From an optimization exercise on the open Yosys and OpenROAD flow, aimed at small area; shortcuts taken in it are not production practice. In this exercise RTL edits were held to simulation tests only and were not proved equivalent to the original. No activity file was given, so power comes from the tool's default toggle rates.

### flow/run.sh
#!/bin/bash
# The standard layout, with clock tree synthesis told to cluster 16 sinks per
# clkbuf_8 (at most 50 um across) and to add no dummy balancing loads.
set -euo pipefail
export CTS_ARGS="-sink_clustering_enable -repair_clock_nets -dont_use_dummy_load -sink_clustering_size 16 -sink_clustering_max_diameter 50 -buf_list sky130_fd_sc_hd__clkbuf_8"
bash standard.sh > standard_flow.log 2>&1
### standard.sh
#!/bin/bash
# synth_recipe.tcl (not shown) runs the flow's synth.tcl, then flattens the netlist and writes it again
# the make line also repeats each setting of config.mk as NAME=value (left out here)
make -C /OpenROAD-flow-scripts/flow DESIGN_CONFIG=/design/flow/config.mk WORK_HOME=/design/flow/orfs CLKGATE_MAP_FILE= SYNTH_SCRIPT=/design/flow/synth_recipe.tcl "${@:-finish}"
### config.mk
export PLATFORM = sky130hd
export DESIGN_NAME = bang_channel
export DESIGN_NICKNAME = bang_channel
export VERILOG_FILES = /design/flow/design.v
export SDC_FILE = /design/flow/constraint.sdc
export NUM_CORES = 4
export LEC_CHECK = 0
export CAP_MARGIN = 20
export CORE_MARGIN = 2
export CORE_UTILIZATION = 30
export SLEW_MARGIN = 20
export SYNTH_HIERARCHICAL = 1
export SYNTH_MINIMUM_KEEP_SIZE = 0
### constraint.sdc
create_clock -name core_clock -period 10.0 [get_ports {clk}]
set_input_delay 2.0000 -clock core_clock [delete_from_list [all_inputs] [get_ports {clk}]]
set_output_delay 2.0000 -clock core_clock [all_outputs]
set_load 0.01 [all_outputs]
### design.v
module bang_channel #(
    parameter CAP = 32                      
) (
    input  wire        clk,
    input  wire        rst,                 
    input  wire        tick,                
    input  wire        rx_in,               
    input  wire        rx_en_in,            
    output reg         tx_out,              
    output reg         tx_en,               
    output wire        tx_oe,               
    input  wire        cmd_valid,
    input  wire [7:0]  cmd_data,
    output wire        cmd_ready,
    output reg         resp_valid,
    output reg  [7:0]  resp_data,
    output wire [15:0] status
);
    localparam MAXPAY = CAP - 2;            
    localparam [3:0] S_NOTINIT  = 4'd0,  S_READY    = 4'd1,
                     S_RX_START = 4'd2,  S_RX_CHAR  = 4'd3,
                     S_RX_ACK   = 4'd4,  S_RX_CHK   = 4'd5,
                     S_RX_ABORT = 4'd6,  S_RX_ERR   = 4'd7,
                     S_RX_DONE  = 4'd8,  S_TX_START = 4'd9,
                     S_TX_CHAR  = 4'd10, S_TX_END   = 4'd11,
                     S_TX_ACK   = 4'd12, S_TX_ERR   = 4'd13,
                     S_TX_DONE  = 4'd14;
    localparam [2:0] H_IDLE   = 3'd0, H_LEN  = 3'd1, H_PAY = 3'd2,
                     H_COMMIT = 3'd3, H_STAT = 3'd4, H_GET = 3'd5;
    reg [3:0]    state;
    reg [2:0]    tis;               
    reg          tx_ready;
    reg [4:0]    rx_len;
    reg [7:0]    acc;               
    reg [7:0]    rx_buf [0:MAXPAY-1];
    reg [7:0]    tx_buf [1:MAXPAY];
    reg [4:0]    tx_first;          
    reg [4:0]    tcb;               
    reg [2:0]    hstate;
    reg          put_zero;          
    reg          put_long;          
    reg [7:0]    cnt;               
    reg [4:0]    ptr;               
    reg [7:0]    pend [1:MAXPAY];
    wire initialized    = (state != S_NOTINIT);
    wire tx_in_progress = state[3] & (state[2] | state[1] | state[0]);
    wire put_wait       = (hstate == H_COMMIT);
    assign status    = {3'b000, rx_len, put_wait, tx_in_progress, tx_ready, initialized, state};
    assign tx_oe     = initialized;
    assign cmd_ready = (hstate == H_IDLE) || (hstate == H_LEN) || (hstate == H_PAY);
    wire cmd_fire = cmd_valid && cmd_ready;
    wire [MAXPAY-1:0] tx_sel, rx_sel;
    wire [7:0]        tx_byte, rx_rd;
    genvar gk, gb;
    generate
        for (gk = 0; gk < MAXPAY; gk = gk + 1) begin : g_sel
            assign tx_sel[gk] = (tcb == gk + 1);
            assign rx_sel[gk] = (ptr == gk);
        end
        for (gb = 0; gb < 8; gb = gb + 1) begin : g_rd
            wire [MAXPAY-1:0] tx_col, rx_col;
            for (gk = 0; gk < MAXPAY; gk = gk + 1) begin : g_col
                assign tx_col[gk] = tx_buf[gk + 1][gb];
                assign rx_col[gk] = rx_buf[gk][gb];
            end
            bang_aor #(.N(MAXPAY)) u_tx (.d(tx_col), .s(tx_sel), .y(tx_byte[gb]));
            bang_aor #(.N(MAXPAY)) u_rx (.d(rx_col), .s(rx_sel), .y(rx_rd[gb]));
        end
    endgenerate
    wire tx_bit = (tcb == 5'd0) ? acc[7] : tx_byte[tis];
    wire h_idle = (hstate == H_IDLE);
    wire h_len  = (hstate == H_LEN);
    wire h_pay  = (hstate == H_PAY);
    wire put_end      = cmd_fire && ((h_len && cmd_data == 8'd0) || (h_pay && cnt == 8'd1));
    wire put_zero_all = put_zero || (h_pay && cmd_data == 8'd0);
    wire put_too_long = h_pay && put_long;
    wire put_ok       = initialized && !put_too_long && !put_zero_all;
    wire do_commit  = put_wait && !tx_in_progress;
    wire do_begin   = cmd_fire && h_idle && (cmd_data == 8'h01) && !initialized;
    wire do_get     = cmd_fire && h_idle && (cmd_data == 8'h04) && (state == S_RX_DONE);
    wire do_issue   = put_end && put_ok;
    wire tick_step  = tick && initialized;
    wire rx_done_msg = (state == S_RX_DONE) && (rx_len != 5'd0);
    wire rx_wr = tick && (state == S_RX_CHAR) && rx_en_in;
    wire pay_wr = cmd_fire && h_pay;
    integer i;
    always @(posedge clk) begin
        if (rx_wr)
            for (i = 0; i < MAXPAY; i = i + 1)
                if (rx_len == i)
                    rx_buf[i] <= {rx_in, rx_buf[i][7:1]};
        if (pay_wr) begin
            pend[1] <= cmd_data;
            for (i = 2; i <= MAXPAY; i = i + 1)
                pend[i] <= pend[i - 1];
        end
        if (do_commit)
            for (i = 1; i <= MAXPAY; i = i + 1)
                tx_buf[i] <= pend[i];
    end
    always @(posedge clk) begin
        if (rst) begin
            state    <= S_NOTINIT;
            tis      <= 3'd0;
            tx_ready <= 1'b0;
            rx_len   <= 5'd0;
            tx_out   <= 1'b0;
            tx_en    <= 1'b0;
        end else begin
            if (tick) begin
                case (state)
                S_READY: begin
                    tis <= 3'd0;
                    if (rx_en_in && rx_in) begin
                        tx_out <= 1'b1; tx_en <= 1'b0;
                        state <= S_RX_START;
                    end else if (!rx_en_in && tx_ready) begin
                        tx_out <= 1'b1; tx_en <= 1'b1;
                        state <= S_TX_START; tis <= 3'd4;
                    end else begin
                        tx_out <= 1'b0; tx_en <= 1'b0;
                    end
                end
                S_RX_START: begin
                    if (!rx_en_in || rx_in != tis[0]) begin
                        tx_out <= 1'b0; tx_en <= 1'b0;
                        state <= S_RX_ABORT; tis <= 3'd0;
                    end else begin
                        tx_out <= tis[0]; tx_en <= 1'b0;
                        tis <= tis + 3'd1;
                        if (tis[1:0] == 2'd3) begin
                            state <= S_RX_CHAR; tis <= 3'd0;
                        end
                    end
                end
                S_RX_CHAR: begin
                    if (rx_en_in) begin
                        if (tis == 3'd7 && rx_len == 5'd31) begin
                            tx_out <= 1'b0; tx_en <= 1'b0;
                            state <= S_RX_ABORT; tis <= 3'd0;
                        end else begin
                            if (tis == 3'd7)
                                rx_len <= rx_len + 5'd1;
                            tx_out <= 1'b1; tx_en <= 1'b0;
                            tis <= tis + 3'd1;
                        end
                    end else begin
                        tis <= 3'd0;
                        if (tis == 3'd0 && rx_in) begin
                            tx_out <= 1'b1; tx_en <= 1'b0;
                            state <= S_RX_ACK;
                        end else begin
                            tx_out <= 1'b0; tx_en <= 1'b0;
                            state <= S_RX_ERR;
                        end
                    end
                end
                S_RX_ACK: begin
                    if (rx_en_in) begin
                        tx_out <= 1'b0; tx_en <= 1'b0;
                        state <= S_RX_ABORT; tis <= 3'd0;
                    end else if (rx_in != tis[0]) begin
                        tx_out <= 1'b0; tx_en <= 1'b0;
                        state <= S_RX_ERR; tis <= 3'd0;
                    end else begin
                        tx_out <= tis[0]; tx_en <= 1'b0;
                        tis <= tis + 3'd1;
                        if (tis[1:0] == 2'd2) begin
                            state <= S_RX_CHK; tis <= 3'd0;
                        end
                    end
                end
                S_RX_CHK: begin
                    tx_out <= 1'b0; tx_en <= 1'b0;
                    tis <= 3'd0;
                    if (rx_len[4:1] == 4'd0 || acc != 8'd0) begin
                        state <= S_RX_ERR;
                    end else begin
                        rx_len <= rx_len - 5'd1;
                        state <= S_RX_DONE;
                    end
                end
                S_RX_ABORT, S_RX_ERR: begin
                    rx_len <= 5'd0;
                    tx_out <= 1'b0; tx_en <= 1'b0;
                    state <= S_READY; tis <= 3'd0;
                end
                S_RX_DONE: begin
                    tx_out <= 1'b0; tx_en <= 1'b0;
                    tis <= 3'd0;
                    if (rx_len == 5'd0 && !rx_en_in)
                        state <= S_READY;
                end
                S_TX_START: begin
                    if (rx_en_in || rx_in == tis[0]) begin
                        tx_out <= 1'b0; tx_en <= 1'b0;
                        state <= S_READY; tis <= 3'd0;
                    end else if (tis != 3'd0) begin
                        tx_out <= tis[0]; tx_en <= 1'b1;
                        tis <= tis + 3'd1;
                    end else begin
                        tx_out <= tx_bit; tx_en <= 1'b1;
                        state <= S_TX_CHAR; tis <= 3'd1;
                    end
                end
                S_TX_CHAR: begin
                    if (rx_en_in) begin
                        tx_out <= 1'b0; tx_en <= 1'b0;
                        state <= S_READY; tis <= 3'd0;
                    end else if (!rx_in) begin
                        tx_out <= 1'b0; tx_en <= 1'b0;
                        state <= S_TX_ERR; tis <= 3'd0;
                    end else begin
                        tx_out <= tx_bit; tx_en <= 1'b1;
                        tis <= tis + 3'd1;
                        if (tcb == 5'd0 && tis == 3'd7) begin
                            state <= S_TX_END; tis <= 3'd0;
                        end
                    end
                end
                S_TX_END: begin
                    tx_out <= 1'b1; tx_en <= 1'b0;
                    state <= S_TX_ACK; tis <= 3'd0;
                end
                S_TX_ACK: begin
                    if (rx_en_in || rx_in == tis[0]) begin
                        tx_out <= 1'b0; tx_en <= 1'b0;
                        state <= S_TX_ERR; tis <= 3'd0;
                    end else if (tis[1:0] != 2'd3) begin
                        tx_out <= tis[0]; tx_en <= 1'b0;
                        tis <= tis + 3'd1;
                    end else begin
                        tx_out <= 1'b0; tx_en <= 1'b0;
                        state <= S_TX_DONE; tis <= 3'd0;
                    end
                end
                S_TX_ERR: begin
                    tx_out <= 1'b0; tx_en <= 1'b0;
                    state <= S_READY; tis <= 3'd0;
                end
                S_TX_DONE: begin
                    tx_ready <= 1'b0;
                    tx_out <= 1'b0; tx_en <= 1'b0;
                    state <= S_READY; tis <= 3'd0;
                end
                default: ;
                endcase
            end
            if (do_begin) begin
                state    <= S_READY;
                tis      <= 3'd0;
                rx_len   <= 5'd0;
                tx_ready <= 1'b0;
                tx_out   <= 1'b0;
                tx_en    <= 1'b0;
            end
            if (do_get)
                rx_len <= 5'd0;
            if (do_issue)
                tx_ready <= 1'b0;
            if (do_commit)
                tx_ready <= 1'b1;
        end
    end
    wire acc_in = (state == S_RX_CHAR) ? rx_in : tx_bit;
    always @(posedge clk) begin
        if (tick && state == S_READY) begin
            tcb <= tx_first;
            acc <= 8'd0;
        end else begin
            if (tick && state == S_TX_CHAR && tis == 3'd7)
                tcb <= tcb - 5'd1;
            if (tick && ((state == S_RX_CHAR && rx_en_in) || (state == S_TX_START && tis == 3'd0) || state == S_TX_CHAR))
                acc <= {acc[6:0], acc[7] ^ acc_in};
        end
        if (do_commit)
            tx_first <= ptr;
    end
    always @(posedge clk) begin
        if (rst) begin
            hstate     <= H_IDLE;
            resp_valid <= 1'b0;
            put_zero   <= 1'b0;
        end else begin
            resp_valid <= 1'b0;
            case (hstate)
            H_IDLE: if (cmd_fire) begin
                resp_valid <= (cmd_data != 8'h02);
                if (cmd_data == 8'h02)
                    hstate <= H_LEN;
                if (cmd_data == 8'h04 && rx_done_msg)
                    hstate <= H_GET;
                if (cmd_data == 8'h05)
                    hstate <= H_STAT;
            end
            H_LEN: if (cmd_fire) begin
                put_zero <= 1'b0;
                if (cmd_data != 8'd0)
                    hstate <= H_PAY;
            end
            H_PAY: if (cmd_fire && cmd_data == 8'd0)
                put_zero <= 1'b1;
            H_COMMIT: if (do_commit) begin
                resp_valid <= 1'b1;
                hstate     <= H_IDLE;
            end
            H_STAT: begin
                resp_valid <= 1'b1;
                hstate     <= H_IDLE;
            end
            H_GET: begin
                resp_valid <= 1'b1;
                if (cnt == 8'd1)
                    hstate <= H_IDLE;
            end
            default: hstate <= H_IDLE;
            endcase
            if (put_end) begin
                hstate     <= put_ok ? H_COMMIT : H_IDLE;
                resp_valid <= !put_ok;
            end
        end
    end
    always @(posedge clk) begin
        case (hstate)
        H_IDLE: begin
            case (cmd_data)
            8'h01:   resp_data <= {7'd0, initialized};                        
            8'h03:   resp_data <= {7'd0, rx_done_msg};                        
            8'h04:   resp_data <= (state == S_RX_DONE) ? {3'd0, rx_len} : 8'h00;  
            8'h05:   resp_data <= status[7:0];                                
            default: resp_data <= 8'hFF;                                      
            endcase
            cnt <= {3'd0, rx_len};
            ptr <= 5'd0;
        end
        H_LEN: begin
            resp_data <= initialized ? 8'h04 : 8'h02;
            cnt       <= cmd_data;
            ptr       <= cmd_data[4:0];
            put_long  <= (cmd_data > MAXPAY);
        end
        H_PAY: begin
            resp_data <= !initialized ? 8'h02 : put_long ? 8'h03 : 8'h04;
            if (cmd_fire)
                cnt <= cnt - 8'd1;
        end
        H_STAT:
            resp_data <= cnt;
        H_GET: begin
            resp_data <= rx_rd;
            ptr       <= ptr + 5'd1;
            cnt       <= cnt - 8'd1;
        end
        default:
            resp_data <= 8'h00;
        endcase
    end
endmodule
module bang_aor #(
    parameter N = 30
) (
    input  wire [N-1:0] d,
    input  wire [N-1:0] s,
    output wire         y
);
    wire [N/3-1:0] n;
    genvar i;
    generate
        for (i = 0; i < N / 3; i = i + 1) begin : g_grp
            bang_aoi3 u (.d(d[3*i +: 3]), .s(s[3*i +: 3]), .yn(n[i]));
        end
    endgenerate
    assign y = ~&n;
endmodule
module bang_aoi3 (
    input  wire [2:0] d,
    input  wire [2:0] s,
    output wire       yn
);
    assign yn = ~|(d & s);
endmodule
==> results.py, run 1 <==
metrics = {
    "critical_path": {
        "start_kind": "flip-flop",
        "crit_path_start": "state[1]$_SDFFE_PP0P_",
        "worstPathMaxFanout": 28,
        "rr_worst_depth": 12,
        "critPathTopFamily": "buffers and inverters",
        "arrival_ns": 2.71,
        "cp-end-kind": "output pin",
        "rr_startpoint": "tcb[0]$_DFFE_PP_",
        "slowest_stage": "clkdlybuf4s50_1",
        "cp_cell_sequence": "buf_4 -> or2_4 -> nor3_2 -> clkinv_2 -> clkdlybuf4s50_1",
        "required_ns": 8.00,
        "worstSetupPathType": "reg -> out",
        "cp_num_buf_inv": 3,
        "cp.depth": 5,
        "max_stage_delay_ns": 0.56,
    },
    "power": {
        "vdd_ir_drop_max_mv": 0.117,
        "power.density_mw_per_mm2": 175,
        "power.leakage_nw": 9.54,
    },
    "placed_design": {
        "hpwl_um": 42700,
        "port_buffers": 39,
        "globalplace.congestion": 0.882,
        "placed_cells": 2897,
        "place_area_sq_mm": 0.0306,
    },
    "clock_tree": {
        "cts_root_buffer": "clkbuf_8",
        "clock_sink_count": 780,
        "cts_buffers": 58,
        "clk_latency_ns": 0.71,
        "hold_buffers": 0,
        "h-tree-depth": 2,
        "cts_setup_buffers": 0,
        "cts_resized": 0,
        "cts_tree": "yes",
        "clkSlewWorstSetupHoldPaths_ns": 0.09,
        "clock_path_buffers": 3,
    },
    "synth": {
        "synth_edf_count": 744,
        "avgSynthCellArea_sq_um": 17.7,
        "synth-async-reset-ratio": 0,
        "seq_area_frac_synth": 0.802,
        "yosysTopAreaCellShare": 0.777,
        "synth-seq-cells": 780,
        "synth.distinct_cells": 87,
        "post-synth-top-count-cell": "edfxtp_1",
        "synthesis.area_sq_mm": 0.0288,
        "yosysWarnings": 10,
        "yosys.area.top_type": "edfxtp_1",
        "ys.flop_type": "edfxtp_1",
        "synth_cells": 1625,
        "synth_commonest_cells": "edfxtp_1, a222oi_1, nor2_1",
        "synthTopCellsByArea": "edfxtp_1, a222oi_1, dfxtp_1",
    },
    "drt": {
        "vias_per_cell": 5.19,
        "drt_iter0_drc": 2616,
        "num_vias": 15400,
        "ant_nets": 0,
        "wire_per_inst_um": 21.5,
        "drc": 0,
        "drt_pass1_iterations": 17,
        "wl_um": 63500,
    },
    "finish": {
        "area_growth_pct": 9.39,
        "final_cells": 2958,
        "drive_gt1_frac": 0.0627,
        "final_cell_area_sq_mm": 0.0315,
        "final_nets": 1734,
    },
    "die": {
        "dieArea_sq_mm": 0.0984,
        "std_cell_rows": 113,
        "start_util": 0.303,
        "die_h_um": 314,
        "io_pins": 43,
        "die_w_um": 314,
        "coreArea_sq_mm": 0.0950,
    },
    "sta": {
        "skew_ns": 0.112,
        "slew_viol_final": 0,
        "setup_tns_ns": 0,
        "period_needed_ns": 4.71,
        "fmax_mhz": 212,
        "hold_viol": 0,
        "worstMarginPinSlew_ns": 1.15,
        "setup_violations": 0,
        "slew_headroom": 0.233,
        "grt_setup_unrepaired": "false",
        "finalCritPeriodShare": 0.471,
    },
    "status": {
        "status": "timing/DRC/antenna clean",
    },
    "grt": {
        "grt_usage": 0.124,
        "antenna_found_initial": 8,
        "grt_pass1_vias": 15100,
        "overflow": 0,
        "grt_pass1_wl_um": 93800,
        "grt_max_degree": 100,
    },
    "hold_path": {
        "min_from": "pend[18][5]$_DFFE_PP_",
        "hold-path-cell-count": 0,
        "hold_path_class": "reg -> reg",
    },
    "run": {
        "drv_cap": 0,
    },
}
==> worst paths after layout <==
| kind | end | slack, ns |
|---|---|---|
| max reg2reg | acc[0]$_SDFFE_PP0P_ | 5.95 |
| min reg2reg | pend[19][5]$_DFFE_PP_ | 0.34 |
| min | pend[19][5]$_DFFE_PP_ | 0.34 |
| max | tx_oe | 5.29 |
==> Yosys stat by module (local to each module, per instance), excerpt <==
module        copies in the design  area, sq um  flip-flops and latches
bang_channel                     1        26800                     780
bang_aoi3                      160         10.0                       0
==> cells by family after synthesis <==
kind of cell               share of synthesized area
xor gates and xnor gates                     0.00335
adders and majority gates                     0.0117
muxes                                        0.00948
and+or+nand+nor                               0.0702
other                                       0.000130
AOI/OAI and AO/OA                             0.0911
buffers and inverters                         0.0123
DFF                                            0.802
==> routing by layer <==
layer | vias up | GRT usage | wire length, um
li1 | 6822 | - | -
met1 | 7782 | 0.168 | 26800
met2 | 638 | 0.200 | 29700
met3 | 101 | 0.0282 | 5460
met4 | 10 | 0.0358 | 1450
met5 | - | 0 | 58
==> cell type report <==
cell class	count	area, sq um
fill	9110	63500
timing repair buffer	56	542
inverter	26	114
multi-input combinational	771	5360
clock buffer	58	798
antenna	2	5.00
sequential	780	23100
tap	1265	1580
==> report_power, final <==
group / switching [W] / internal (W)
Clock: 0.000928 / 0.000516
Sequential: 0.0000281 / 0.00355
Combinational: 0.000313 / 0.000184
==> cells in the final DEF, fill, tap and decap left out, types with 4 or more instances in the layout <==
cell and count:
o2111ai_1 5, a221oi_1 5, clkbuf_8 58, a211oi_1 8, nand2b_1 20, o21ai_0 29
nand3_1 18, a22oi_1 8, nor2b_1 13, o22ai_1 7, and2_1 5, or2_2 4
inv_1 23, xnor2_1 5, a21oi_1 38, edfxtp_1 744, clkdlybuf4s50_1 39, a21o_1 4
dfxtp_1 36, nor3b_1 4, nand4_1 39, mux2i_1 16, buf_4 15, mux2_2 6
ha_1 27, nand2_1 86, or3_1 20, and3_1 6, a222oi_1 160, nor2_1 138
nand3b_1 6, nor3_1 6, a31oi_1 5, xor2_1 6, o211ai_1 6
==> stage by stage <==
stage                      util  hold slack (ns)  setup slack [ns]  total power (W)
after floorplan               -            0.400              2.63          0.00396
after global placement    0.322            0.405              5.20          0.00414
after detailed placement  0.322            0.406              5.12          0.00414
after CTS                 0.331            0.327              5.26          0.00557
after global routing      0.331            0.354              5.18          0.00572
final                     0.331            0.340              5.29          0.00552
==> registers in the layout (all words and copies together) (netlist names) <==
signal      cells
acc             8
cnt             8
hstate          3
pend          240
ptr             5
put_long        1
put_zero        1
resp_data       8
resp_valid      1
rx_buf        240
rx_len          5
state           4
tcb             5
tis             3
tx_buf        240
tx_en           1
tx_first        5
tx_out          1
tx_ready        1
==> run 2, diff against run 1 <==
--- a/design.v
+++ b/design.v
@@ -79,7 +79,6 @@
     wire do_begin   = cmd_fire && h_idle && (cmd_data == 8'h01) && !initialized;
     wire do_get     = cmd_fire && h_idle && (cmd_data == 8'h04) && (state == S_RX_DONE);
     wire do_issue   = put_end && put_ok;
-    wire tick_step  = tick && initialized;
     wire rx_done_msg = (state == S_RX_DONE) && (rx_len != 5'd0);
     wire rx_wr = tick && (state == S_RX_CHAR) && rx_en_in;
     wire pay_wr = cmd_fire && h_pay;
@@ -173,7 +172,7 @@
                 S_RX_CHK: begin
                     tx_out <= 1'b0; tx_en <= 1'b0;
                     tis <= 3'd0;
-                    if (rx_len[4:1] == 4'd0 || acc != 8'd0) begin
+                    if (rx_len[4:1] == 4'd0 || acc != 8'h01) begin
                         state <= S_RX_ERR;
                     end else begin
                         rx_len <= rx_len - 5'd1;
@@ -270,7 +269,7 @@
         end else begin
             if (tick && state == S_TX_CHAR && tis == 3'd7)
                 tcb <= tcb - 5'd1;
-            if (tick && ((state == S_RX_CHAR && rx_en_in) || (state == S_TX_START && tis == 3'd0) || state == S_TX_CHAR))
+            if (tick && (state == S_RX_CHAR || (state == S_TX_START && tis == 3'd0) || state == S_TX_CHAR))
                 acc <= {acc[6:0], acc[7] ^ acc_in};
         end
         if (do_commit)
==> flow/run.sh (replaced) <==
#!/bin/bash
# The standard layout with two changes: ports are buffered with buf_1, and
# clock tree synthesis clusters 10 sinks per clkbuf_4 (at most 40 um across)
# and adds no dummy balancing loads.
set -euo pipefail
export BUFFER_PORTS_ARGS="-buffer_cell sky130_fd_sc_hd__buf_1"
export CTS_ARGS="-sink_clustering_enable -repair_clock_nets -dont_use_dummy_load -sink_clustering_size 10 -sink_clustering_max_diameter 40 -buf_list sky130_fd_sc_hd__clkbuf_4"
bash standard.sh > standard_flow.log 2>&1
==> run 2 against run 1 <==
Against the previous run: hold slack better by 0.041 ns; final cell count grew 1.6%; maximum frequency is 5.8% higher; via count increased by 2.1%; area after synthesis down 0.25%; first-iteration DRC count up 2.0%; final area decreased by 1.2%; critical path type unchanged; critical endpoint is now status[4]; clock power about the same; synthesized cell count is 0.31% higher; power down 1.2%; largest cell class unchanged; core utilization is 0.33 points lower.
==> results.py, run 2 <==
metrics = {
    "synth": {
        "synth_edf_count": 744,
        "yosysWarnings": 10,
        "ys.flop_type": "edfxtp_1",
        "synth.distinct_cells": 79,
        "synth_commonest_cells": "edfxtp_1, a222oi_1, nor2_1",
        "post-synth-top-count-cell": "edfxtp_1",
        "synth-seq-cells": 780,
        "avgSynthCellArea_sq_um": 17.6,
        "synthTopCellsByArea": "edfxtp_1, a222oi_1, dfxtp_1",
        "yosysTopAreaCellShare": 0.779,
        "synthesis.area_sq_mm": 0.0287,
        "synth_cells": 1630,
        "synth-async-reset-ratio": 0,
        "seq_area_frac_synth": 0.804,
        "yosys.area.top_type": "edfxtp_1",
    },
    "die": {
        "coreArea_sq_mm": 0.0949,
        "start_util": 0.302,
        "io_pins": 43,
        "std_cell_rows": 113,
        "die_w_um": 313,
        "dieArea_sq_mm": 0.0981,
        "die_h_um": 313,
    },
    "finish": {
        "final_util": 0.328,
        "multi_input_area_sq_mm": 0.00532,
        "regArea_sq_mm": 0.0231,
        "area_growth_pct": 8.40,
        "final_cells": 3005,
        "reg.largest.list": "pend (240), rx_buf (240), tx_buf (240)",
        "final_cell_mix": "edfxtp_1, nor2_1, a222oi_1",
        "layout_commonest_cell": "edfxtp_1",
        "final_nets": 1778,
        "drive_gt1_frac": 0.0801,
        "fillCellCount": 9045,
    },
    "grt": {
        "grt.busiest_layer": "met2",
        "grt_pass1_wl_um": 94500,
        "grt_use_met3": 0.0297,
        "grt_max_degree": 177,
        "grt_usage": 0.124,
        "use_met1": 0.170,
        "met2_usage": 0.189,
        "overflow": 0,
        "antenna_found_initial": 7,
        "grt_pass1_vias": 15700,
    },
    "drt": {
        "wl_um": 62200,
        "drt_iter0_drc": 2669,
        "wire_per_inst_um": 20.7,
        "num_vias": 15700,
        "drc": 0,
        "drt_pass1_iterations": 15,
        "ant_nets": 0,
        "vias_per_cell": 5.21,
    },
    "sta": {
        "slew_viol_final": 0,
        "finalCritPeriodShare": 0.445,
        "hold_viol": 0,
        "setup_tns_ns": 0,
        "period_needed_ns": 4.45,
        "slew_headroom": 0.294,
        "grt_setup_unrepaired": "false",
        "setup_violations": 0,
        "worstMarginPinSlew_ns": 1.06,
        "skew_ns": 0.114,
        "hold_ws_ns": 0.381,
        "fmax_mhz": 225,
    },
    "hold_path": {
        "hold_path_class": "reg -> reg",
    },
    "clock_tree": {
        "cts_buffers": 101,
        "cts_setup_buffers": 0,
        "clk_latency_ns": 0.88,
        "cts_tree": "yes",
        "clkSlewWorstSetupHoldPaths_ns": 0.10,
        "clock_sink_count": 780,
        "clock_path_buffers": 3,
        "cts_root_buffer": "clkbuf_4",
        "h-tree-depth": 3,
        "hold_buffers": 0,
        "cts_resized": 0,
    },
    "power": {
        "power.leakage_nw": 9.50,
        "power.density_mw_per_mm2": 175,
        "vdd_ir_drop_max_mv": 0.0785,
    },
    "run": {
        "drv_cap": 0,
    },
    "critical_path": {
        "start_kind": "flip-flop",
        "cp-end-kind": "output pin",
        "required_ns": 8.00,
        "worstPathMaxFanout": 26,
        "worstSetupPathType": "reg -> out",
        "regToRegSetupSlack_ns": 5.88,
        "arrival_ns": 2.45,
    },
    "placed_design": {
        "globalplace.congestion": 0.896,
        "hpwl_um": 41900,
        "port_buffers": 39,
        "placed_cells": 2898,
    },
    "status": {
        "status": "timing/DRC/antenna clean",
    },
}
run 2: cell types whose count changed after synthesis, sizes merged, moves of 3 or more:
cell     previous run  this run
nor2              140       160
nand3              19        11
nor4                3         6
buf                28        14
clkbuf             22        38
nor3                9        17
o22a                3         0
a211o               1         5
nand2              86        73
o2111ai             5         0
nand4              39        36
run 2: cell type report:
class / instances / area share
flip-flops and latches: 780 / 0.741
multi-input cells: 775 / 0.171
well taps: 1265 / 0.0509
clock buffers: 101 / 0.0244
repair buffers: 54 / 0.00873
inverters: 25 / 0.00326
diodes: 5 / 0.000402
run 2: critical path, cell delays in order (launching register included):
cell,delay (ns)
dfxtp_1,0.30
buf_4,0.22
nor4_2,0.74
inv_2,0.19
buf_1,0.18
run 2: routing by layer:
metal / up-vias / wire length, um
li1: 6967 / -
met1: 7818 / 27000
met2: 742 / 28400
met3: 136 / 5020
met4: 6 / 1700
met5: - / 34
run 2: final timing paths:
check | cells after the start | start | to
max | 4 | state[1]$_SDFFE_PP0P_ | status[4]
min reg2reg | 0 | pend[1][5]$_DFFE_PP_ | pend[2][5]$_DFFE_PP_
max reg2reg | 12 | tcb[0]$_DFFE_PP_ | tx_out$_SDFFE_PP0P_
min | 0 | pend[1][5]$_DFFE_PP_ | pend[2][5]$_DFFE_PP_
run 2: cells by family (layout without fill, tap and decap cells):
kind of cell,after synthesis,in the layout,share of synthesized area
buffers and inverters,77,180,0.0114
xor gates and xnor gates,14,14,0.00427
AOI/OAI and AO/OA,311,311,0.0912
and+or+nand+nor,398,398,0.0688
DFF,780,780,0.804
muxes,22,22,0.00872
other,1,8,0.000131
adders and majority gates,27,27,0.0118
run 2: modules after synthesis, one instance, submodules excluded, excerpt:
module        times used  flops+latches  cells  cell area (sq um)
bang_aoi3            160              0      1               10.0
bang_channel           1            780   1406              26700
run 2: power breakdown:
group,internal (W),switching [W]
registers,0.00359,0.0000420
clock network,0.000461,0.000958
logic,0.000125,0.000272
run 2: per-stage QoR:
step	power [W]	setup slack, ns	instance area, sq um
after CTS	0.00551	5.48	31100
final	0.00545	5.55	31100
after floorplan	0.00395	1.15	28700
after detailed placement	0.00409	5.53	30300
after global routing	0.00568	5.47	31100
after global placement	0.00409	5.61	30300
==> run 3, diff against run 2 <==
--- a/design.v
+++ b/design.v
@@ -42,6 +42,21 @@
     reg [7:0]    cnt;               
     reg [4:0]    ptr;               
     reg [7:0]    pend [1:MAXPAY];
+    localparam [4:0] SLOT0 = 5'b00001;
+    function [4:0] fwd(input [4:0] v);
+        fwd = {v[3:0], v[4] ^ v[2]};
+    endfunction
+    function [4:0] bwd(input [4:0] v);
+        bwd = {v[0] ^ v[3], v[4:1]};
+    endfunction
+    function [4:0] code(input integer j);
+        integer n;
+        begin
+            code = SLOT0;
+            for (n = 0; n < j; n = n + 1)
+                code = fwd(code);
+        end
+    endfunction
     wire initialized    = (state != S_NOTINIT);
     wire tx_in_progress = state[3] & (state[2] | state[1] | state[0]);
     wire put_wait       = (hstate == H_COMMIT);
@@ -54,8 +69,8 @@
     genvar gk, gb;
     generate
         for (gk = 0; gk < MAXPAY; gk = gk + 1) begin : g_sel
-            assign tx_sel[gk] = (tcb == gk + 1);
-            assign rx_sel[gk] = (ptr == gk);
+            assign tx_sel[gk] = (tcb == code(gk + 1));
+            assign rx_sel[gk] = (ptr == code(gk));
         end
         for (gb = 0; gb < 8; gb = gb + 1) begin : g_rd
             wire [MAXPAY-1:0] tx_col, rx_col;
@@ -67,7 +82,7 @@
             bang_aor #(.N(MAXPAY)) u_rx (.d(rx_col), .s(rx_sel), .y(rx_rd[gb]));
         end
     endgenerate
-    wire tx_bit = (tcb == 5'd0) ? acc[7] : tx_byte[tis];
+    wire tx_bit = (tcb == SLOT0) ? acc[7] : tx_byte[tis ^ 3'd4];
     wire h_idle = (hstate == H_IDLE);
     wire h_len  = (hstate == H_LEN);
     wire h_pay  = (hstate == H_PAY);
@@ -100,7 +115,6 @@
     always @(posedge clk) begin
         if (rst) begin
             state    <= S_NOTINIT;
-            tis      <= 3'd0;
             tx_ready <= 1'b0;
             rx_len   <= 5'd0;
             tx_out   <= 1'b0;
@@ -109,13 +123,12 @@
             if (tick) begin
                 case (state)
                 S_READY: begin
-                    tis <= 3'd0;
                     if (rx_en_in && rx_in) begin
                         tx_out <= 1'b1; tx_en <= 1'b0;
                         state <= S_RX_START;
                     end else if (!rx_en_in && tx_ready) begin
                         tx_out <= 1'b1; tx_en <= 1'b1;
-                        state <= S_TX_START; tis <= 3'd4;
+                        state <= S_TX_START;
                     end else begin
                         tx_out <= 1'b0; tx_en <= 1'b0;
                     end
@@ -123,29 +136,26 @@
                 S_RX_START: begin
                     if (!rx_en_in || rx_in != tis[0]) begin
                         tx_out <= 1'b0; tx_en <= 1'b0;
-                        state <= S_RX_ABORT; tis <= 3'd0;
+                        state <= S_RX_ABORT;
                     end else begin
                         tx_out <= tis[0]; tx_en <= 1'b0;
-                        tis <= tis + 3'd1;
                         if (tis[1:0] == 2'd3) begin
-                            state <= S_RX_CHAR; tis <= 3'd0;
+                            state <= S_RX_CHAR;
                         end
                     end
                 end
                 S_RX_CHAR: begin
                     if (rx_en_in) begin
-                        if (tis == 3'd7 && rx_len == 5'd31) begin
+                        if (tis == 3'd3 && rx_len == 5'd31) begin
                             tx_out <= 1'b0; tx_en <= 1'b0;
-                            state <= S_RX_ABORT; tis <= 3'd0;
+                            state <= S_RX_ABORT;
                         end else begin
-                            if (tis == 3'd7)
+                            if (tis == 3'd3)
                                 rx_len <= rx_len + 5'd1;
                             tx_out <= 1'b1; tx_en <= 1'b0;
-                            tis <= tis + 3'd1;
                         end
                     end else begin
-                        tis <= 3'd0;
-                        if (tis == 3'd0 && rx_in) begin
+                        if (tis == 3'd4 && rx_in) begin
                             tx_out <= 1'b1; tx_en <= 1'b0;
                             state <= S_RX_ACK;
                         end else begin
@@ -157,21 +167,19 @@
                 S_RX_ACK: begin
                     if (rx_en_in) begin
                         tx_out <= 1'b0; tx_en <= 1'b0;
-                        state <= S_RX_ABORT; tis <= 3'd0;
+                        state <= S_RX_ABORT;
                     end else if (rx_in != tis[0]) begin
                         tx_out <= 1'b0; tx_en <= 1'b0;
-                        state <= S_RX_ERR; tis <= 3'd0;
+                        state <= S_RX_ERR;
                     end else begin
                         tx_out <= tis[0]; tx_en <= 1'b0;
-                        tis <= tis + 3'd1;
                         if (tis[1:0] == 2'd2) begin
-                            state <= S_RX_CHK; tis <= 3'd0;
+                            state <= S_RX_CHK;
                         end
                     end
                 end
                 S_RX_CHK: begin
                     tx_out <= 1'b0; tx_en <= 1'b0;
-                    tis <= 3'd0;
                     if (rx_len[4:1] == 4'd0 || acc != 8'h01) begin
                         state <= S_RX_ERR;
                     end else begin
@@ -182,72 +190,67 @@
                 S_RX_ABORT, S_RX_ERR: begin
                     rx_len <= 5'd0;
                     tx_out <= 1'b0; tx_en <= 1'b0;
-                    state <= S_READY; tis <= 3'd0;
+                    state <= S_READY;
                 end
                 S_RX_DONE: begin
                     tx_out <= 1'b0; tx_en <= 1'b0;
-                    tis <= 3'd0;
                     if (rx_len == 5'd0 && !rx_en_in)
                         state <= S_READY;
                 end
                 S_TX_START: begin
                     if (rx_en_in || rx_in == tis[0]) begin
                         tx_out <= 1'b0; tx_en <= 1'b0;
-                        state <= S_READY; tis <= 3'd0;
-                    end else if (tis != 3'd0) begin
+                        state <= S_READY;
+                    end else if (tis != 3'd4) begin
                         tx_out <= tis[0]; tx_en <= 1'b1;
-                        tis <= tis + 3'd1;
                     end else begin
                         tx_out <= tx_bit; tx_en <= 1'b1;
-                        state <= S_TX_CHAR; tis <= 3'd1;
+                        state <= S_TX_CHAR;
                     end
                 end
                 S_TX_CHAR: begin
                     if (rx_en_in) begin
                         tx_out <= 1'b0; tx_en <= 1'b0;
-                        state <= S_READY; tis <= 3'd0;
+                        state <= S_READY;
                     end else if (!rx_in) begin
                         tx_out <= 1'b0; tx_en <= 1'b0;
-                        state <= S_TX_ERR; tis <= 3'd0;
+                        state <= S_TX_ERR;
                     end else begin
                         tx_out <= tx_bit; tx_en <= 1'b1;
-                        tis <= tis + 3'd1;
-                        if (tcb == 5'd0 && tis == 3'd7) begin
-                            state <= S_TX_END; tis <= 3'd0;
+                        if (tcb == SLOT0 && tis == 3'd3) begin
+                            state <= S_TX_END;
                         end
                     end
                 end
                 S_TX_END: begin
                     tx_out <= 1'b1; tx_en <= 1'b0;
-                    state <= S_TX_ACK; tis <= 3'd0;
+                    state <= S_TX_ACK;
                 end
                 S_TX_ACK: begin
                     if (rx_en_in || rx_in == tis[0]) begin
                         tx_out <= 1'b0; tx_en <= 1'b0;
-                        state <= S_TX_ERR; tis <= 3'd0;
+                        state <= S_TX_ERR;
                     end else if (tis[1:0] != 2'd3) begin
                         tx_out <= tis[0]; tx_en <= 1'b0;
-                        tis <= tis + 3'd1;
                     end else begin
                         tx_out <= 1'b0; tx_en <= 1'b0;
-                        state <= S_TX_DONE; tis <= 3'd0;
+                        state <= S_TX_DONE;
                     end
                 end
                 S_TX_ERR: begin
                     tx_out <= 1'b0; tx_en <= 1'b0;
-                    state <= S_READY; tis <= 3'd0;
+                    state <= S_READY;
                 end
                 S_TX_DONE: begin
                     tx_ready <= 1'b0;
                     tx_out <= 1'b0; tx_en <= 1'b0;
-                    state <= S_READY; tis <= 3'd0;
+                    state <= S_READY;
                 end
                 default: ;
                 endcase
             end
             if (do_begin) begin
                 state    <= S_READY;
-                tis      <= 3'd0;
                 rx_len   <= 5'd0;
                 tx_ready <= 1'b0;
                 tx_out   <= 1'b0;
@@ -261,15 +264,23 @@
                 tx_ready <= 1'b1;
         end
     end
+    always @(posedge clk) begin
+        if (tick) begin
+            if (state == S_READY)
+                tis <= 3'd0;
+            else if (!((state == S_RX_CHAR && !rx_en_in) || state == S_TX_END))
+                tis <= tis + 3'd1;
+        end
+    end
     wire acc_in = (state == S_RX_CHAR) ? rx_in : tx_bit;
     always @(posedge clk) begin
         if (tick && state == S_READY) begin
             tcb <= tx_first;
             acc <= 8'd0;
         end else begin
-            if (tick && state == S_TX_CHAR && tis == 3'd7)
-                tcb <= tcb - 5'd1;
-            if (tick && (state == S_RX_CHAR || (state == S_TX_START && tis == 3'd0) || state == S_TX_CHAR))
+            if (tick && state == S_TX_CHAR && tis == 3'd3)
+                tcb <= bwd(tcb);
+            if (tick && (state == S_RX_CHAR || (state == S_TX_START && tis == 3'd4) || state == S_TX_CHAR))
                 acc <= {acc[6:0], acc[7] ^ acc_in};
         end
         if (do_commit)
@@ -331,24 +342,26 @@
             default: resp_data <= 8'hFF;                                      
             endcase
             cnt <= {3'd0, rx_len};
-            ptr <= 5'd0;
+            ptr <= SLOT0;
         end
         H_LEN: begin
             resp_data <= initialized ? 8'h04 : 8'h02;
             cnt       <= cmd_data;
-            ptr       <= cmd_data[4:0];
+            ptr       <= SLOT0;
             put_long  <= (cmd_data > MAXPAY);
         end
         H_PAY: begin
             resp_data <= !initialized ? 8'h02 : put_long ? 8'h03 : 8'h04;
-            if (cmd_fire)
+            if (cmd_fire) begin
                 cnt <= cnt - 8'd1;
+                ptr <= fwd(ptr);
+            end
         end
         H_STAT:
             resp_data <= cnt;
         H_GET: begin
             resp_data <= rx_rd;
-            ptr       <= ptr + 5'd1;
+            ptr       <= fwd(ptr);
             cnt       <= cnt - 8'd1;
         end
         default:
==> run 3 against run 2 <==
Against the previous run: synthesized cell count down 1.0%; sequential share of layout area up 0.15 points; via count up 0.64%; highest routed layer unchanged; critical path type unchanged; sequential cell count unchanged; clock-buffer cell count rose by 2; setup slack worse by 0.31 ns; sequential power about the same; area after synthesis decreased by 0.11%; clock skew rose by 0.057 ns; power grew 1.8%.
==> results.py, run 3 <==
metrics = {
    "power": {
        "clkPwrFrac": 0.257,
        "vdd_ir_drop_max_mv": 0.0923,
        "switching_share": 0.242,
        "p_comb_frac": 0.092,
        "power.density_mw_per_mm2": 178,
        "p_int_w": 0.00420,
        "power.leakage_nw": 9.45,
        "p_seq_frac": 0.651,
        "switchingPower_w": 0.00134,
    },
    "status": {
        "status": "timing/DRC/antenna clean",
    },
    "die": {
        "die_h_um": 313,
        "coreArea_sq_mm": 0.0949,
        "io_pins": 43,
        "dieArea_sq_mm": 0.0980,
        "die_w_um": 313,
        "start_util": 0.302,
        "std_cell_rows": 113,
    },
    "clock_tree": {
        "clk_latency_ns": 0.94,
        "clkSlewWorstSetupHoldPaths_ns": 0.10,
        "cts_buffers": 103,
        "clock_sink_count": 780,
        "h-tree-depth": 3,
        "cts_resized": 0,
        "cts_tree": "yes",
        "cts_setup_buffers": 0,
        "cts_root_buffer": "clkbuf_4",
        "clock_path_buffers": 3,
        "hold_buffers": 0,
    },
    "synth": {
        "yosys.area.top_type": "edfxtp_1",
        "ys.flop_type": "edfxtp_1",
        "avgSynthCellArea_sq_um": 17.8,
        "synthTopCellsByArea": "edfxtp_1, a222oi_1, dfxtp_1",
        "seq_area_frac_synth": 0.806,
        "synth_cells": 1613,
        "yosysWarnings": 10,
        "synth_edf_count": 747,
        "post-synth-top-count-cell": "edfxtp_1",
        "synthesis.area_sq_mm": 0.0287,
        "synth-async-reset-ratio": 0,
        "synth.distinct_cells": 83,
        "synth_commonest_cells": "edfxtp_1, a222oi_1, nor2_1",
        "synth-seq-cells": 780,
        "yosysTopAreaCellShare": 0.783,
    },
    "sta": {
        "finalCritPeriodShare": 0.476,
        "hold_ws_ns": 0.369,
        "fin_ws_ns": 5.24,
        "hold_viol": 0,
        "grt_setup_unrepaired": "false",
        "slew_headroom": 0.255,
        "worstMarginPinSlew_ns": 1.11,
        "period_needed_ns": 4.76,
        "setup_violations": 0,
        "skew_ns": 0.172,
        "fmax_mhz": 210,
        "setup_tns_ns": 0,
        "slew_viol_final": 0,
    },
    "grt": {
        "grt_pass1_vias": 15600,
        "antenna_found_initial": 4,
        "grt_max_degree": 207,
        "overflow": 0,
        "grt_usage": 0.125,
        "grt_pass1_wl_um": 95500,
    },
    "finish": {
        "final_nets": 1745,
        "area_growth_pct": 8.45,
        "fillCellCount": 9029,
        "drive_gt1_frac": 0.0898,
        "final_cell_mix": "edfxtp_1, a222oi_1, nor2_1",
        "final_cell_area_sq_mm": 0.0311,
        "layout_commonest_cell": "edfxtp_1",
        "reg.largest.list": "pend (240), rx_buf (240), tx_buf (240)",
    },
    "drt": {
        "ant_nets": 0,
        "wire_per_inst_um": 21.2,
        "wl_um": 63300,
        "vias_per_cell": 5.28,
        "num_vias": 15800,
        "drc": 0,
        "drt_iter0_drc": 2915,
        "drt_pass1_iterations": 14,
    },
    "hold_path": {
        "hold_path_class": "reg -> reg",
    },
    "run": {
        "drv_cap": 0,
    },
    "critical_path": {
        "start_kind": "flip-flop",
        "cp-end-kind": "output pin",
        "required_ns": 8.00,
        "arrival_ns": 2.76,
        "worstPathMaxFanout": 19,
        "worstSetupPathType": "reg -> out",
    },
    "placed_design": {
        "port_buffers": 39,
        "globalplace.congestion": 0.911,
        "hpwl_um": 42300,
        "pre_cts_slack_ns": 5.51,
        "place_area_sq_mm": 0.0303,
    },
}
[run 3: cells by family (layout without fill, tap and decap cells)]
family | Yosys count | in the layout | share of synthesized area
flops | 780 | 780 | 0.806
compound gates | 306 | 306 | 0.0908
xor+xnor | 9 | 9 | 0.00275
fa+ha+maj | 15 | 15 | 0.00655
buf+inv | 76 | 175 | 0.0117
mux | 21 | 21 | 0.00847
simple gates | 405 | 405 | 0.0739
other cells | 1 | 10 | 0.000131
[run 3: worst paths after layout]
path | from | end | slack (ns) | cells after the start
max | state[2]$_SDFFE_PP0P_ | status[4] | 5.24 | 3
min | rx_buf[17][7]$_DFFE_PP_ | rx_buf[17][6]$_DFFE_PP_ | 0.37 | 0
max reg2reg | tcb[3]$_DFFE_PP_ | acc[0]$_SDFFE_PP0P_ | 6.03 | 10
min reg2reg | rx_buf[17][7]$_DFFE_PP_ | rx_buf[17][6]$_DFFE_PP_ | 0.37 | 0
[run 3: per-module statistics from Yosys (local to each module, per instance), a selection]
module | cells | copies in the design | flip-flops and latches
bang_channel | 1389 | 1 | 780
bang_aoi3 | 1 | 160 | 0
[run 3: final cells by class]
type                    instances  area, sq um  share of cell area
diodes                          7         17.5            0.000564
inverters                      19         78.8             0.00254
well taps                    1265         1580              0.0509
flip-flops and latches        780        23100               0.743
repair buffers                 53          285             0.00918
clock buffers                 103          773              0.0249
multi-input cells             759         5250               0.169
[run 3: power groups by stage]
stage               combinational [W]  sequential (W)  clock, W
global route                 0.000547         0.00361   0.00161
global placement             0.000502         0.00368         0
CTS                          0.000504         0.00361   0.00148
finish                       0.000509         0.00361   0.00143
detailed placement           0.000501         0.00368         0
floorplan                    0.000342         0.00366         0
[run 3: metal layers]
layer / part of all wire / routed length, um / track usage
met3: 0.079 / 5030 / 0.0255
met5: 0.00021 / 13 / 0
met2: 0.46 / 28900 / 0.194
met1: 0.43 / 27100 / 0.173
met4: 0.036 / 2280 / 0.0490
[run 3: worst max-delay path, stage by stage (launching register included)]
cell and delay (ns):
dfxtp_1 0.65, buf_4 0.35, or4_1 0.62, buf_1 0.31
[run 3: metrics by stage]
step,power [W],instances,util
final,0.00554,2986,0.328
after global routing,0.00577,2985,0.328
after CTS,0.00560,2978,0.327
after detailed placement,0.00418,2875,0.319
after global placement,0.00418,2875,0.319
after floorplan,0.00400,1615,-

static timing again, ports no longer ideal:
How much do the figures lean on ideal ports? The routed layouts below were timed once more, with nothing changed but the port constraints. Step 1: set_driving_cell puts a clkbuf_16 on clk and a buf_2 on each other input, an assumption about the parent block. Step 2 also shifts input and output timing later by t, the mid clock arrival at the registers, as if the neighbouring blocks saw the same clock. a / b / c = ideal / step 1 / step 2; a / b = the first two.
| run | t (ns) | setup WS [ns] | worst setup path at the end | latest minus earliest clock arrival (ns) | cell pins on the clock port's net |
|---|---|---|---|---|---|
| run 1 | 0.709 | 5.290 / 5.234 / 5.038 | input to register | 0.115 / 0.116 | 1 |
| run 2 | 0.869 | 5.549 / 5.491 / 5.516 | input to register | 0.143 / 0.143 | 1 |
| run 3 | 0.912 | 5.241 / 5.182 / 5.461 | input to register | 0.171 / 0.172 | 1 |
After both steps setup and hold are still met in every run listed. For run 1, which loses most, drivers alone change the setup slack by -0.056 ns; drivers and shift together by -0.252 ns.
